Context: an optimization exercise on an open-source flow, tuned for small area. The choices shown serve that exercise and are no tape-out recipe. At most, simulation tests tie the RTL to the original design; equivalence was not proved. The flow treats the clock pin as an ideal source, which a real chip does not have. No activity file was given, so power comes from the tool's default toggle rates.

Setup of v6:
==> flow/design.v <==
module psre (
    input  wire        clk,
    input  wire        rst,             
    input  wire        bind_ok,         
    input  wire        irq_supported,   
    input  wire        polled_fallback, 
    input  wire        ack_latch,       
    input  wire        cmd_valid,
    output wire        cmd_ready,
    input  wire [23:0] cmd,
    output reg         rsp_valid,
    output wire [23:0] rsp,
    output wire [18:0] line_oe,
    output wire [18:0] line_out,
    input  wire [18:0] line_in,
    input  wire        ack_edge,
    output wire        irq_out,
    output wire        irq_src_en,
    output wire        init_done,
    output wire        init_ok,
    output wire        polled,
    output wire [7:0]  fail_reason,
    output wire [15:0] misuse_count
);
    localparam [3:0] OP_WDATA   = 4'h1,
                     OP_RDATA   = 4'h2,
                     OP_RCTRL   = 4'h3,
                     OP_WCTRL   = 4'h4,
                     OP_FROB    = 4'h5,
                     OP_RSTAT   = 4'h6,
                     OP_IRQEN   = 4'h7,
                     OP_IRQDIS  = 4'h8,
                     OP_DFWD    = 4'h9,
                     OP_DREV    = 4'hA,
                     OP_SAVE    = 4'hB,
                     OP_RESTORE = 4'hC,
                     OP_INITDEF = 4'hD;
    reg        done;
    reg  [1:0] ph;
    reg  [3:0] lc;          
    reg        bd;          
    reg  [7:0] ld;          
    wire       pre;         
    reg        gate;        
    reg        pend;        
    reg [15:0] mc;          
    reg  [1:0] rs;          
    reg        ra;          
    reg  [7:0] rb;          
    wire ready = done & ~ph[1];
    assign pre = done & ph[0];
    assign init_done    = done;
    assign init_ok      = ready;
    assign polled       = ready & ~irq_supported;
    assign fail_reason  = {3'b000, done & ph[1], 2'b00,
                           done & ph[1] & ~ph[0] & bind_ok, done & ph[1] & ph[0]};
    assign irq_src_en   = gate & irq_supported;
    assign irq_out      = ready & pend & gate & irq_supported;
    assign misuse_count = mc;
    wire drive_bd = ready | (~done & (ph != 2'b00));
    wire doe      = ready & ~bd & ~pre;
    assign line_oe  = {6'b000000, {8{doe}}, drive_bd, {4{ready}}};
    assign line_out = {6'b000000, ld, bd & ~pre, lc};
    wire [7:0] ctrl_view = {2'b00, bd, gate, ~lc[3], lc[2], ~lc[1], ~lc[0]};
    wire [7:0] data_view = bd ? line_in[12:5] : ld;
    wire [7:0] stat_view = {~line_in[17], line_in[16:13], 3'b000};
    assign rsp = {6'b000000, rs[1] & ~ra, rs[0],
                  2'b00, ra & rs[1] & bd, ra & rs[1] & gate,
                  ra & (~rs[1] | ~lc[3]), ra & (~rs[1] | lc[2]),
                  ra & rs[1] & ~lc[1], ra & rs[1] & ~lc[0],
                  rb};
    wire [3:0] op = cmd[23:20];
    wire [7:0] ca = cmd[15:8];
    wire [7:0] cb = cmd[7:0];
    wire is_wdata = op == OP_WDATA;
    wire is_rdata = op == OP_RDATA;
    wire is_rctrl = op == OP_RCTRL;
    wire is_wctrl = op == OP_WCTRL;
    wire is_frob  = op == OP_FROB;
    wire is_rstat = op == OP_RSTAT;
    wire is_irqen = op == OP_IRQEN;
    wire is_irqdis= op == OP_IRQDIS;
    wire is_dfwd  = op == OP_DFWD;
    wire is_drev  = op == OP_DREV;
    wire is_save  = op == OP_SAVE;
    wire is_rest  = op == OP_RESTORE;
    wire is_idef  = op == OP_INITDEF;
    wire uses_a = is_frob | is_rest;
    wire uses_b = is_wdata | is_wctrl | is_frob | is_rest;
    wire illegal = (op == 4'h0) || (op == 4'hE) || (op == 4'hF) ||
                   (cmd[19:16] != 4'h0) ||
                   (!uses_a && (ca != 8'h00)) ||
                   (!uses_b && (cb != 8'h00));
    wire go = ready & ~illegal;            
    wire       wc = is_wctrl | is_frob | is_rest;
    wire [7:0] wn = is_frob ? ((ctrl_view & ~ca) ^ cb) : is_rest ? ca : cb;
    wire       new_bd = wc ? wn[5] : is_dfwd ? 1'b0 : is_drev ? 1'b1 : bd;
    wire hold = cmd_valid & go & (new_bd != bd) & ~pre;
    assign cmd_ready = ~hold;
    wire acc  = cmd_valid & ~hold;
    wire run  = acc & go;
    wire misuse = (is_wdata & bd) | ((is_rdata | is_save) & ~bd) | (is_rest & ca[5]);
    wire wdat   = (is_wdata & ~bd) | (is_rest & ~ca[5]);
    wire new_gate = wc ? wn[4] : is_irqen ? 1'b1 : is_irqdis ? 1'b0 : gate;
    wire [16:0] mcc;
    wire [15:0] mcs;
    assign mcc[0] = run & misuse & ~(&mc);
    genvar gi;
    generate for (gi = 0; gi < 16; gi = gi + 1) begin : g_mc
        assign mcs[gi]     = mc[gi] ^ mcc[gi];
        assign mcc[gi + 1] = mc[gi] & mcc[gi];
    end endgenerate
    always @(posedge clk) begin
        if (rst) begin
            done <= 1'b0;
            ph   <= 2'b00;
        end else if (!done) begin
            case (ph)
                2'b00: if (bind_ok) ph <= 2'b01;
                       else begin done <= 1'b1; ph <= 2'b10; end
                2'b01: ph <= {1'b1, line_in[18]};
                2'b10: begin done <= 1'b1; ph <= 2'b11; end
                2'b11: begin
                    done <= 1'b1;
                    if (line_in[18])
                        ph <= 2'b11;
                    else if (irq_supported | polled_fallback)
                        ph <= 2'b00;
                    else
                        ph <= 2'b10;
                end
            endcase
        end else if (!ph[1])
            ph[0] <= hold;              
        rsp_valid <= ~rst & acc;
        mc        <= done ? mcs : 16'h0000;
        rs <= ~done ? 2'b00 : illegal ? 2'b10 : ~ready ? 2'b11 :
              is_save ? {1'b1, ~bd} : {1'b0, misuse};
        ra <= go & (is_save | is_idef);
        rb <= ~go ? 8'h00 :
              (is_rdata | is_save) ? data_view :
              (is_rctrl | is_frob) ? ctrl_view :
              is_rstat ? stat_view : 8'h00;
        if (!done) begin
            bd   <= (ph == 2'b00) & bind_ok;
            lc   <= 4'b0111;                   
            ld   <= 8'h00;
            gate <= 1'b0;
            pend <= 1'b0;
        end else begin
            if (run) begin
                if (wc)
                    lc <= {~wn[3], wn[2], ~wn[1], ~wn[0]};
                bd   <= new_bd;
                gate <= new_gate;
                if (wdat)
                    ld <= cb;
            end
            if (irq_out)
                pend <= 1'b0;
            if (ack_edge & ready & irq_supported & (gate | ack_latch))
                pend <= 1'b1;
        end
    end
endmodule
Settings: LEC_CHECK=0, CAP_MARGIN=20, CORE_MARGIN=2, CORE_UTILIZATION=40, SLEW_MARGIN=20; clock period 10.0 ns.
standard.sh (not shown) runs the stock make flow with config.mk's settings and CLKGATE_MAP_FILE= SYNTH_SCRIPT=/design/flow/synth_recipe.tcl, a recipe that flattens the netlist after the stock synthesis.
==> flow/flow/run.sh <==
#!/bin/bash
# The standard layout with these changes:
#  - synthesis maps the logic with an area-oriented ABC script (flow/abc_area.script)
#    in place of ORFS's, and leaves the adders to ABC (no extract_fa / adder cells);
#    everything else in synthesis is the standard one
#  - the port buffers are the smallest buffer
#  - the clock tree is built without dummy loads, and its root buffer, which only
#    drives the leaf buffers, is a small one (flow/cts_post.tcl)
#  - one tie cell drives all the constant outputs (no repair_tie_fanout)
set -euo pipefail
W=$PWD
rm -rf "$W/scripts_area"
cp -r "$FLOW_HOME/scripts" "$W/scripts_area"
cp "$W/flow/abc_area.script" "$W/scripts_area/abc_area.script"
export BUFFER_PORTS_ARGS="-buffer_cell sky130_fd_sc_hd__buf_1"
export CTS_ARGS="-sink_clustering_enable -repair_clock_nets -sink_clustering_size 64 -sink_clustering_max_diameter 500 -buf_list sky130_fd_sc_hd__clkbuf_8 -dont_use_dummy_load"
export POST_CTS_TCL="$W/flow/cts_post.tcl"
bash standard.sh SCRIPTS_DIR="$W/scripts_area" ABC_AREA=1 ADDER_MAP_FILE= synth > synth.log 2>&1
bash standard.sh SKIP_REPAIR_TIE_FANOUT=1 > standard.log 2>&1
==> flow/flow/abc_area.script <==
strash
&get -n
&deepsyn -T 30
&put
dch -f
amap
topo
==> flow/flow/cts_post.tcl <==
# Sourced at the end of ORFS's CTS step (POST_CTS_TCL). The clock tree's root
# buffer only drives the few leaf buffers, so it gets the small clock buffer.
proc psre_small_clock_root { master_name } {
  set block [ord::get_db_block]
  set its [[$block findNet clk] getITerms]
  if { [llength $its] != 1 } { puts "psre_small_clock_root: the clock port drives [llength $its] pins; left as it is"; return }
  set root [[lindex $its 0] getInst]
  if { ![string match "sky130_fd_sc_hd__clkbuf_*" [[$root getMaster] getName]] } { puts "psre_small_clock_root: the clock port does not drive a clock buffer; left as it is"; return }
  set fanout 0
  foreach it [[[$root findITerm X] getNet] getITerms] {
    if { [$it isInputSignal] } { incr fanout }
  }
  if { $fanout > 4 } { puts "psre_small_clock_root: the root drives $fanout pins; left as it is"; return }
  puts "psre_small_clock_root: [$root getName] [[$root getMaster] getName] -> $master_name (fanout $fanout)"
  replace_cell [get_cells [$root getName]] $master_name
  detailed_placement
  check_placement -verbose
  estimate_parasitics -placement
}
psre_small_clock_root sky130_fd_sc_hd__clkbuf_2
--- input diff v6..v7 ---
--- a/flow/design.v
+++ b/flow/design.v
@@ -37,37 +37,36 @@
                      OP_INITDEF = 4'hD;
     reg        done;
     reg  [1:0] ph;
-    reg  [3:0] lc;          
+    reg  [3:0] cl;          
     reg        bd;          
     reg  [7:0] ld;          
-    wire       pre;         
+    reg        pre;         
     reg        gate;        
     reg        pend;        
     reg [15:0] mc;          
     reg  [1:0] rs;          
     reg        ra;          
     reg  [7:0] rb;          
-    wire ready = done & ~ph[1];
-    assign pre = done & ph[0];
+    wire ready = done & (ph == 2'b00);
     assign init_done    = done;
     assign init_ok      = ready;
     assign polled       = ready & ~irq_supported;
-    assign fail_reason  = {3'b000, done & ph[1], 2'b00,
-                           done & ph[1] & ~ph[0] & bind_ok, done & ph[1] & ph[0]};
+    assign fail_reason  = {3'b000, done & (ph != 2'b00), 2'b00,
+                           done & ph[1] & bind_ok, done & ph[0]};
     assign irq_src_en   = gate & irq_supported;
     assign irq_out      = ready & pend & gate & irq_supported;
     assign misuse_count = mc;
     wire drive_bd = ready | (~done & (ph != 2'b00));
     wire doe      = ready & ~bd & ~pre;
     assign line_oe  = {6'b000000, {8{doe}}, drive_bd, {4{ready}}};
-    assign line_out = {6'b000000, ld, bd & ~pre, lc};
-    wire [7:0] ctrl_view = {2'b00, bd, gate, ~lc[3], lc[2], ~lc[1], ~lc[0]};
+    assign line_out = {6'b000000, ld, bd & ~pre, cl ^ 4'b1011};
+    wire [7:0] ctrl_view = {2'b00, bd, gate, cl};
     wire [7:0] data_view = bd ? line_in[12:5] : ld;
     wire [7:0] stat_view = {~line_in[17], line_in[16:13], 3'b000};
     assign rsp = {6'b000000, rs[1] & ~ra, rs[0],
                   2'b00, ra & rs[1] & bd, ra & rs[1] & gate,
-                  ra & (~rs[1] | ~lc[3]), ra & (~rs[1] | lc[2]),
-                  ra & rs[1] & ~lc[1], ra & rs[1] & ~lc[0],
+                  ra & (~rs[1] | cl[3]), ra & (~rs[1] | cl[2]),
+                  ra & rs[1] & cl[1], ra & rs[1] & cl[0],
                   rb};
     wire [3:0] op = cmd[23:20];
     wire [7:0] ca = cmd[15:8];
@@ -119,21 +118,21 @@
                 2'b00: if (bind_ok) ph <= 2'b01;
                        else begin done <= 1'b1; ph <= 2'b10; end
                 2'b01: ph <= {1'b1, line_in[18]};
-                2'b10: begin done <= 1'b1; ph <= 2'b11; end
+                2'b10: begin done <= 1'b1; ph <= 2'b01; end
                 2'b11: begin
                     done <= 1'b1;
                     if (line_in[18])
-                        ph <= 2'b11;
+                        ph <= 2'b01;
                     else if (irq_supported | polled_fallback)
                         ph <= 2'b00;
                     else
                         ph <= 2'b10;
                 end
             endcase
-        end else if (!ph[1])
-            ph[0] <= hold;              
+        end
         rsp_valid <= ~rst & acc;
-        mc        <= done ? mcs : 16'h0000;
+        mc        <= ready ? mcs : 16'h0000;
+        pre       <= hold;
         rs <= ~done ? 2'b00 : illegal ? 2'b10 : ~ready ? 2'b11 :
               is_save ? {1'b1, ~bd} : {1'b0, misuse};
         ra <= go & (is_save | is_idef);
@@ -141,16 +140,16 @@
               (is_rdata | is_save) ? data_view :
               (is_rctrl | is_frob) ? ctrl_view :
               is_rstat ? stat_view : 8'h00;
-        if (!done) begin
-            bd   <= (ph == 2'b00) & bind_ok;
-            lc   <= 4'b0111;                   
+        if (!ready) begin
+            bd   <= ~done & (ph == 2'b00) & bind_ok;
+            cl   <= 4'b1100;                   
             ld   <= 8'h00;
             gate <= 1'b0;
             pend <= 1'b0;
         end else begin
             if (run) begin
                 if (wc)
-                    lc <= {~wn[3], wn[2], ~wn[1], ~wn[0]};
+                    cl <= wn[3:0];
                 bd   <= new_bd;
                 gate <= new_gate;
                 if (wdat)
@@ -158,7 +157,7 @@
             end
             if (irq_out)
                 pend <= 1'b0;
-            if (ack_edge & ready & irq_supported & (gate | ack_latch))
+            if (ack_edge & irq_supported & (gate | ack_latch))
                 pend <= 1'b1;
         end
     end
### Flow results
Re weighted congestion at the end of routability-driven global placement: v6 and v7 aren't equal, and the higher value belongs to v6. The proportion of final cell area spent on non-clock buffers was comparable across v6 and v7. [compare] base=v6 new=v7: total detailed-routing wirelength down about 4%; global-route usage over all layers decreased 1.1 points. Of v6 and v7, the lower area taken by flip-flops and latches belongs to v6. Delta (v7 minus v6): worst setup slack rose 400 ps, power after layout saw an increase, die outline area went down. Delta(count of flip-flops and latches, v7 - v6) > 0. Of v6 and v7, the lower power of the sequential group belongs to v6. From v6 to v7 the numbers moved as follows: switching share of power higher; half-perimeter wire length after detailed placement fell 110 µm. Share of power burned in the clock network (v7 over v6): decrease, 1.0 points.
No functional check of the RTL was part of any run of this note.

main:
psre, a different RTL version from the one above (not shown whole).
For scale: roughly 330 cells after synthesis, roughly 47 flip-flops, roughly 140 I/O pins.
==> module psre, before the edit <==
module psre (
    input  wire        clk,
    input  wire        rst,             
    input  wire        bind_ok,         
    input  wire        irq_supported,   
    input  wire        polled_fallback, 
    input  wire        ack_latch,       
    input  wire        cmd_valid,
    output wire        cmd_ready,
    input  wire [23:0] cmd,
    output reg         rsp_valid,
    output wire [23:0] rsp,
    output wire [18:0] line_oe,
    output wire [18:0] line_out,
    input  wire [18:0] line_in,
    input  wire        ack_edge,
    output wire        irq_out,
    output wire        irq_src_en,
    output wire        init_done,
    output wire        init_ok,
    output wire        polled,
    output wire [7:0]  fail_reason,
    output wire [15:0] misuse_count
);
    localparam [3:0] OP_WDATA   = 4'h1,
                     OP_RDATA   = 4'h2,
                     OP_RCTRL   = 4'h3,
                     OP_WCTRL   = 4'h4,
                     OP_FROB    = 4'h5,
                     OP_RSTAT   = 4'h6,
                     OP_IRQEN   = 4'h7,
                     OP_IRQDIS  = 4'h8,
                     OP_DFWD    = 4'h9,
                     OP_DREV    = 4'hA,
                     OP_SAVE    = 4'hB,
                     OP_RESTORE = 4'hC,
                     OP_INITDEF = 4'hD;
    reg        done;
    reg  [1:0] ph;
    reg  [3:0] lc;          
    reg        bd;          
    reg  [7:0] ld;          
    reg        pre;         
    reg        gate;        
    reg        pend;        
    reg [15:0] mc;          
    reg  [1:0] rs;          
    reg        ra;          
    reg  [7:0] rb;          
    wire ready = done & (ph == 2'b00);
    assign init_done    = done;
    assign init_ok      = ready;
    assign polled       = ready & ~irq_supported;
    assign fail_reason  = {3'b000, done & (ph != 2'b00), 2'b00,
                           done & ph[1] & bind_ok, done & ph[0]};
    assign irq_src_en   = gate & irq_supported;
    assign irq_out      = ready & pend & gate & irq_supported;
    assign misuse_count = mc;
    wire drive_bd = ready | (~done & (ph != 2'b00));
    wire doe      = ready & ~bd & ~pre;
    assign line_oe  = {6'b000000, {8{doe}}, drive_bd, {4{ready}}};
    assign line_out = {6'b000000, ld, bd & ~pre, lc};
    wire [7:0] ctrl_view = {2'b00, bd, gate, ~lc[3], lc[2], ~lc[1], ~lc[0]};
    wire [7:0] data_view = bd ? line_in[12:5] : ld;
    wire [7:0] stat_view = {~line_in[17], line_in[16:13], 3'b000};
    assign rsp = {6'b000000, rs[1] & ~ra, rs[0],
                  2'b00, ra & rs[1] & bd, ra & rs[1] & gate,
                  ra & (~rs[1] | ~lc[3]), ra & (~rs[1] | lc[2]),
                  ra & rs[1] & ~lc[1], ra & rs[1] & ~lc[0],
                  rb};
    wire [3:0] op = cmd[23:20];
    wire [7:0] ca = cmd[15:8];
    wire [7:0] cb = cmd[7:0];
    wire is_wdata = op == OP_WDATA;
    wire is_rdata = op == OP_RDATA;
    wire is_rctrl = op == OP_RCTRL;
    wire is_wctrl = op == OP_WCTRL;
    wire is_frob  = op == OP_FROB;
    wire is_rstat = op == OP_RSTAT;
    wire is_irqen = op == OP_IRQEN;
    wire is_irqdis= op == OP_IRQDIS;
    wire is_dfwd  = op == OP_DFWD;
    wire is_drev  = op == OP_DREV;
    wire is_save  = op == OP_SAVE;
    wire is_rest  = op == OP_RESTORE;
    wire is_idef  = op == OP_INITDEF;
    wire uses_a = is_frob | is_rest;
    wire uses_b = is_wdata | is_wctrl | is_frob | is_rest;
    wire illegal = (op == 4'h0) || (op == 4'hE) || (op == 4'hF) ||
                   (cmd[19:16] != 4'h0) ||
                   (!uses_a && (ca != 8'h00)) ||
                   (!uses_b && (cb != 8'h00));
    wire go = ready & ~illegal;            
    wire       wc = is_wctrl | is_frob | is_rest;
    wire [7:0] wn = is_frob ? ((ctrl_view & ~ca) ^ cb) : is_rest ? ca : cb;
    wire       new_bd = wc ? wn[5] : is_dfwd ? 1'b0 : is_drev ? 1'b1 : bd;
    wire hold = cmd_valid & go & (new_bd != bd) & ~pre;
    assign cmd_ready = ~hold;
    wire acc  = cmd_valid & ~hold;
    wire run  = acc & go;
    wire misuse = (is_wdata & bd) | ((is_rdata | is_save) & ~bd) | (is_rest & ca[5]);
    wire wdat   = (is_wdata & ~bd) | (is_rest & ~ca[5]);
    wire new_gate = wc ? wn[4] : is_irqen ? 1'b1 : is_irqdis ? 1'b0 : gate;
    wire [16:0] mcc;
    wire [15:0] mcs;
    assign mcc[0] = run & misuse & ~(&mc);
    genvar gi;
    generate for (gi = 0; gi < 16; gi = gi + 1) begin : g_mc
        assign mcs[gi]     = mc[gi] ^ mcc[gi];
        assign mcc[gi + 1] = mc[gi] & mcc[gi];
    end endgenerate
    always @(posedge clk) begin
        if (rst) begin
            done <= 1'b0;
            ph   <= 2'b00;
        end else if (!done) begin
            case (ph)
                2'b00: if (bind_ok) ph <= 2'b01;
                       else begin done <= 1'b1; ph <= 2'b10; end
                2'b01: ph <= {1'b1, line_in[18]};
                2'b10: begin done <= 1'b1; ph <= 2'b01; end
                2'b11: begin
                    done <= 1'b1;
                    if (line_in[18])
                        ph <= 2'b01;
                    else if (irq_supported | polled_fallback)
                        ph <= 2'b00;
                    else
                        ph <= 2'b10;
                end
            endcase
        end
        rsp_valid <= ~rst & acc;
        mc        <= ready ? mcs : 16'h0000;
        pre       <= hold;
        rs <= ~done ? 2'b00 : illegal ? 2'b10 : ~ready ? 2'b11 :
              is_save ? {1'b1, ~bd} : {1'b0, misuse};
        ra <= go & (is_save | is_idef);
        rb <= ~go ? 8'h00 :
              (is_rdata | is_save) ? data_view :
              (is_rctrl | is_frob) ? ctrl_view :
              is_rstat ? stat_view : 8'h00;
        if (!ready) begin
            bd   <= ~done & (ph == 2'b00) & bind_ok;
            lc   <= 4'b0111;                   
            ld   <= 8'h00;
            gate <= 1'b0;
            pend <= 1'b0;
        end else begin
            if (run) begin
                if (wc)
                    lc <= {~wn[3], wn[2], ~wn[1], ~wn[0]};
                bd   <= new_bd;
                gate <= new_gate;
                if (wdat)
                    ld <= cb;
            end
            if (irq_out)
                pend <= 1'b0;
            if (ack_edge & irq_supported & (gate | ack_latch))
                pend <= 1'b1;
        end
    end
endmodule
Settings: LEC_CHECK=0, CAP_MARGIN=20, CORE_MARGIN=2, CORE_UTILIZATION=40, SLEW_MARGIN=20; clock period 10.0 ns.
Scripts as last shown in full above: flow/flow/run.sh, flow/flow/abc_area.script, flow/flow/cts_post.tcl
main closes out successfully: all stages finished, all timing, DRC and antenna checks passed.
> inputs changed (main -> the feature branch)
diff --git a/flow/design.v b/flow/design.v
--- a/flow/design.v
+++ b/flow/design.v
@@ -15,5 +15,5 @@
     input  wire [18:0] line_in,
     input  wire        ack_edge,
-    output wire        irq_out,
+    output reg         irq_out,
     output wire        irq_src_en,
     output wire        init_done,
@@ -55,5 +55,4 @@
                            done & ph[1] & bind_ok, done & ph[0]};
     assign irq_src_en   = gate & irq_supported;
-    assign irq_out      = ready & pend & gate & irq_supported;
     assign misuse_count = mc;
     wire drive_bd = ready | (~done & (ph != 2'b00));
@@ -102,4 +101,5 @@
     wire wdat   = (is_wdata & ~bd) | (is_rest & ~ca[5]);
     wire new_gate = wc ? wn[4] : is_irqen ? 1'b1 : is_irqdis ? 1'b0 : gate;
+    wire deliver  = run & new_gate & ~gate & pend;
     wire [16:0] mcc;
     wire [15:0] mcs;
@@ -134,4 +134,5 @@
         mc        <= ready ? mcs : 16'h0000;
         pre       <= hold;
+        irq_out   <= ready & ((ack_edge & gate & irq_supported) | deliver);
         rs <= ~done ? 2'b00 : illegal ? 2'b10 : ~ready ? 2'b11 :
               is_save ? {1'b1, ~bd} : {1'b0, misuse};
@@ -155,8 +156,8 @@
                 if (wdat)
                     ld <= cb;
+                if (deliver)
+                    pend <= 1'b0;
             end
-            if (irq_out)
-                pend <= 1'b0;
-            if (ack_edge & irq_supported & (gate | ack_latch))
+            if (ack_edge & irq_supported & ~gate & ack_latch)
                 pend <= 1'b1;
         end
- Comparing the feature branch and main, the lower overall global routing resource usage was measured on the feature branch.
- The highest clock frequency the design can meet number comes out lower for main vs the feature branch.
- Combinational power (the feature branch vs. main) increases by a few percent
- Total power of the feature branch is higher than that of main.
- Compared with main, in the feature branch height of the chip stayed essentially flat; slew at the pin closest to its max-slew limit fell by 220 ps; met3 routed wirelength fell by 51 um; clock skew rose by 4.5 ps.
- Taking main as the reference, in the feature branch final routed wire length divided by cell count shows no meaningful change, sequential fraction of total cell area shows an increase of 0.55 points, routing usage on met1 shows a reduction of 1.8 points, setup slack shows an increase of 500 ps.
- Between the feature branch and main, it is the feature branch whose buffering stage count on the worst path with inverters included is higher, by 2.
- Wire: the feature branch routes more than main

what the ideal ports hide:
How much do the figures lean on ideal ports? The routed layouts below were timed once more, with nothing changed but the port constraints. Step 1: set_driving_cell puts a clkbuf_16 on clk and a buf_2 on each other input, an assumption about the parent block. Step 2 adds t to the input delays and takes it off the output delays; t is the mean of the earliest and latest rising clock arrival at the registers after step 1. Input paths then give back, and output paths get back, about the clock's delay inside the block. Slacks: ideal / step 1 / step 2; pairs: ideal / step 1.
| run | t, ns | slack for setup (ns) | clock arrival spread, ns | worst slew at a driven data input, ns | pins driven straight from the clock port |
|---|---|---|---|---|---|
| v6 | 0.392 | 3.481 / 3.459 / 3.459 | 0.024 / 0.023 | 0.04 | 1 |
| v7 | 0.389 | 3.877 / 3.844 / 3.844 | 0.014 / 0.014 | 0.04 | 1 |
| main | 0.405 | 2.945 / 2.922 / 2.922 | 0.014 / 0.014 | 0.04 | 1 |
| the feature branch | 0.399 | 3.446 / 3.425 / 3.425 | 0.022 / 0.022 | 0.04 | 1 |
After both steps setup and hold are still met in every run listed. For v7, which loses most, drivers alone change the setup slack by -0.033 ns; drivers and shift together by -0.033 ns.
